Background: an optimization exercise with open tools, aiming at small area, a short achievable clock period and few clock cycles. Do not read the settings as production practice. Where RTL was checked, it was by simulation tests only, not by an equivalence proof against the original. No activity file was given, so power comes from the tool's default toggle rates.

Setup of the baseline:
// alu_core
module alu_core (
    input  wire        clk,
    input  wire        rst,         
    input  wire        cmd_valid,
    output wire        cmd_ready,
    input  wire [31:0] cmd,
    input  wire [3:0]  rd_idx,
    output wire [15:0] rd_data,
    output wire [3:0]  flags        
);
Size in the first run: roughly 60 I/O pins, about 27,000 um^2 of cells after synthesis.
clock: 10.0 ns
lec_check: 0
cap_margin: 20
core_margin: 2
core_utilization: 45
cts_buf_list: sky130_fd_sc_hd__clkbuf_4 sky130_fd_sc_hd__clkbuf_8
cts_cluster_size: 20
place_density: 0.6
setup_slack_margin: 4
slew_margin: 20
standard.sh (not shown) runs the stock make flow with config.mk's settings and CLKGATE_MAP_FILE= SYNTH_SCRIPT=/design/flow/synth_recipe.tcl, a recipe that flattens the netlist after the stock synthesis.
==> flow/flow/run.sh <==
#!/bin/bash
# Standard ORFS layout, with the port buffers made from plain buffers (buf_4)
# instead of the delay cells buffer_ports picks by default, and with timing
# repair free to resize cells across footprints.
set -euo pipefail
export BUFFER_PORTS_ARGS="-buffer_cell sky130_fd_sc_hd__buf_4"
bash standard.sh MATCH_CELL_FOOTPRINT=0 "BUFFER_PORTS_ARGS=-buffer_cell sky130_fd_sc_hd__buf_4" finish > make_finish.log 2>&1
Testbench counts of the baseline, summed over its fixed seeds: cycles 5,283.
The following lists how the candidate was set up differently from the baseline:
diff --git a/flow/design.v b/flow/design.v
--- a/flow/design.v
+++ b/flow/design.v
@@ -24,27 +24,32 @@
                 for (k = 15; k >= l; k = k - 1) begin
                     G[k] = G[k] | (P[k] & G[k-l]);
                     P[k] = P[k] & P[k-l];
                 end
             add16 = {G[15], p ^ {G[14:0], 1'b0}};
         end
     endfunction
     function [17:0] add17(input [16:0] x, input [16:0] y, input ci);
         reg [16:0] p, g, P, G;
-        integer l, k;
+        integer d, k;
         begin
             p = x ^ y; g = x & y;
             G = g; P = p;
             G[0] = g[0] | (p[0] & ci);
-            for (l = 1; l < 17; l = l * 2)
-                for (k = 16; k >= l; k = k - 1) begin
-                    G[k] = G[k] | (P[k] & G[k-l]);
-                    P[k] = P[k] & P[k-l];
+            for (d = 1; d < 17; d = d * 2)
+                for (k = 2 * d - 1; k < 17; k = k + 2 * d) begin
+                    G[k] = G[k] | (P[k] & G[k-d]);
+                    P[k] = P[k] & P[k-d];
+                end
+            for (d = 8; d >= 1; d = d / 2)
+                for (k = 3 * d - 1; k < 17; k = k + 2 * d) begin
+                    G[k] = G[k] | (P[k] & G[k-d]);
+                    P[k] = P[k] & P[k-d];
                 end
             add17 = {G[16], p ^ {G[15:0], ci}};
         end
     endfunction
     reg [255:0] rf;                 
     reg         cf, zf, sf, of;
     function [15:0] rdport(input [255:0] v, input [15:0] sel);
         integer j;
         begin
@@ -287,20 +292,19 @@
         for (i = 0; i < 16; i = i + 1)
             we[i] = rst
                   | (wa & (fa == i)) | (wb & (fb == i)) | (wc & (fc == i)) | (wd & (fd == i))
                   | (fin_q & ((da == i) | (mode_div & (dc == i))))
                   | (fin_r & (dd == i));
     end
     wire [15:0] wdat = rst ? 16'd0 : w;
     wire fl_we = acc & !isMOV & !isLDI;
     wire cf_we = fl_we & !isINC & !isDEC;
-    wire [15:0] keep_a = isSHL ? ~thr_rev : (isSHR | isSAR) ? ~thr : 16'hFFFF;
-    wire sh_z  = ((A & keep_a) == 16'd0) & !(fillv & (|fillm));
+    wire sh_z  = (sh == 16'd0);
     wire zf_nx = isMUL | (isDIV ? (b_z | a_z | (!b_1 & a_lt_b)) :
                           (isSH | isROT) ? sh_z : r_z);
     wire sf_nx = isDIV ? (b_1 & A[15]) : (isSH | isROT) ? sh[15] : (R[15] & !isMUL);
     wire cf_nx = ((isADD | isSUB | isCMP) & c16) | (isNEG & !a_z)
                | ((isSH | isROT) & sh_cf) | (isMUL & A[0]) | (isDIV & b_z);
     wire of_nx = ((isADD | isSUB | isCMP | isINC | isDEC | isNEG) & add_of)
                | ((isSH | isROT) & sh_of) | (isMUL & A[0]) | (isDIV & b_z);
     always @(posedge clk) begin
         for (i = 0; i < 16; i = i + 1)
--- outcome ---
- Diff the baseline -> the candidate: clock insertion delay at the later pin of the skew report now larger; switching portion of total power now smaller; fmax now smaller.
- Between the candidate and the baseline, it is the candidate whose internal power summed over all cells is higher, by about 2.4%.
- The candidate | stages: all done | timing, DRC, antenna: all pass
- Against the baseline, the candidate comes in 5.3% lower on count of plain and timing-repair buffers.
Function not checked in the candidate: the RTL went through the layout flow alone.

[what the ideal ports hide]
No port has a modelled driver above. Below, the same layouts with a new extraction and two added sets of constraints.
Step 1 assumes that a clkbuf_16 drives the clock port and a buf_2 every other input.
Step 2 moves the port delays by t, midway between the first and last clock arrival at a register: inputs arrive t later, outputs are due t later. That takes back most of the time a late clock gives input paths.
a / b / c = ideal ports / drivers / drivers and shift; a / b = the first two.
run	shift t [ns]	setup WS [ns]	worst setup path at the end	clock arrival spread, ns	worst slew at a driven data input, ns
the baseline	0.714	4.031 / 3.838 / 3.124	input to register	0.046 / 0.045	0.30
the candidate	0.730	3.901 / 3.826 / 3.095	input to register	0.044 / 0.045	0.25
After both steps setup and hold are still met in every run listed. For the baseline, which loses most, drivers alone change the setup slack by -0.193 ns; drivers and shift together by -0.907 ns.
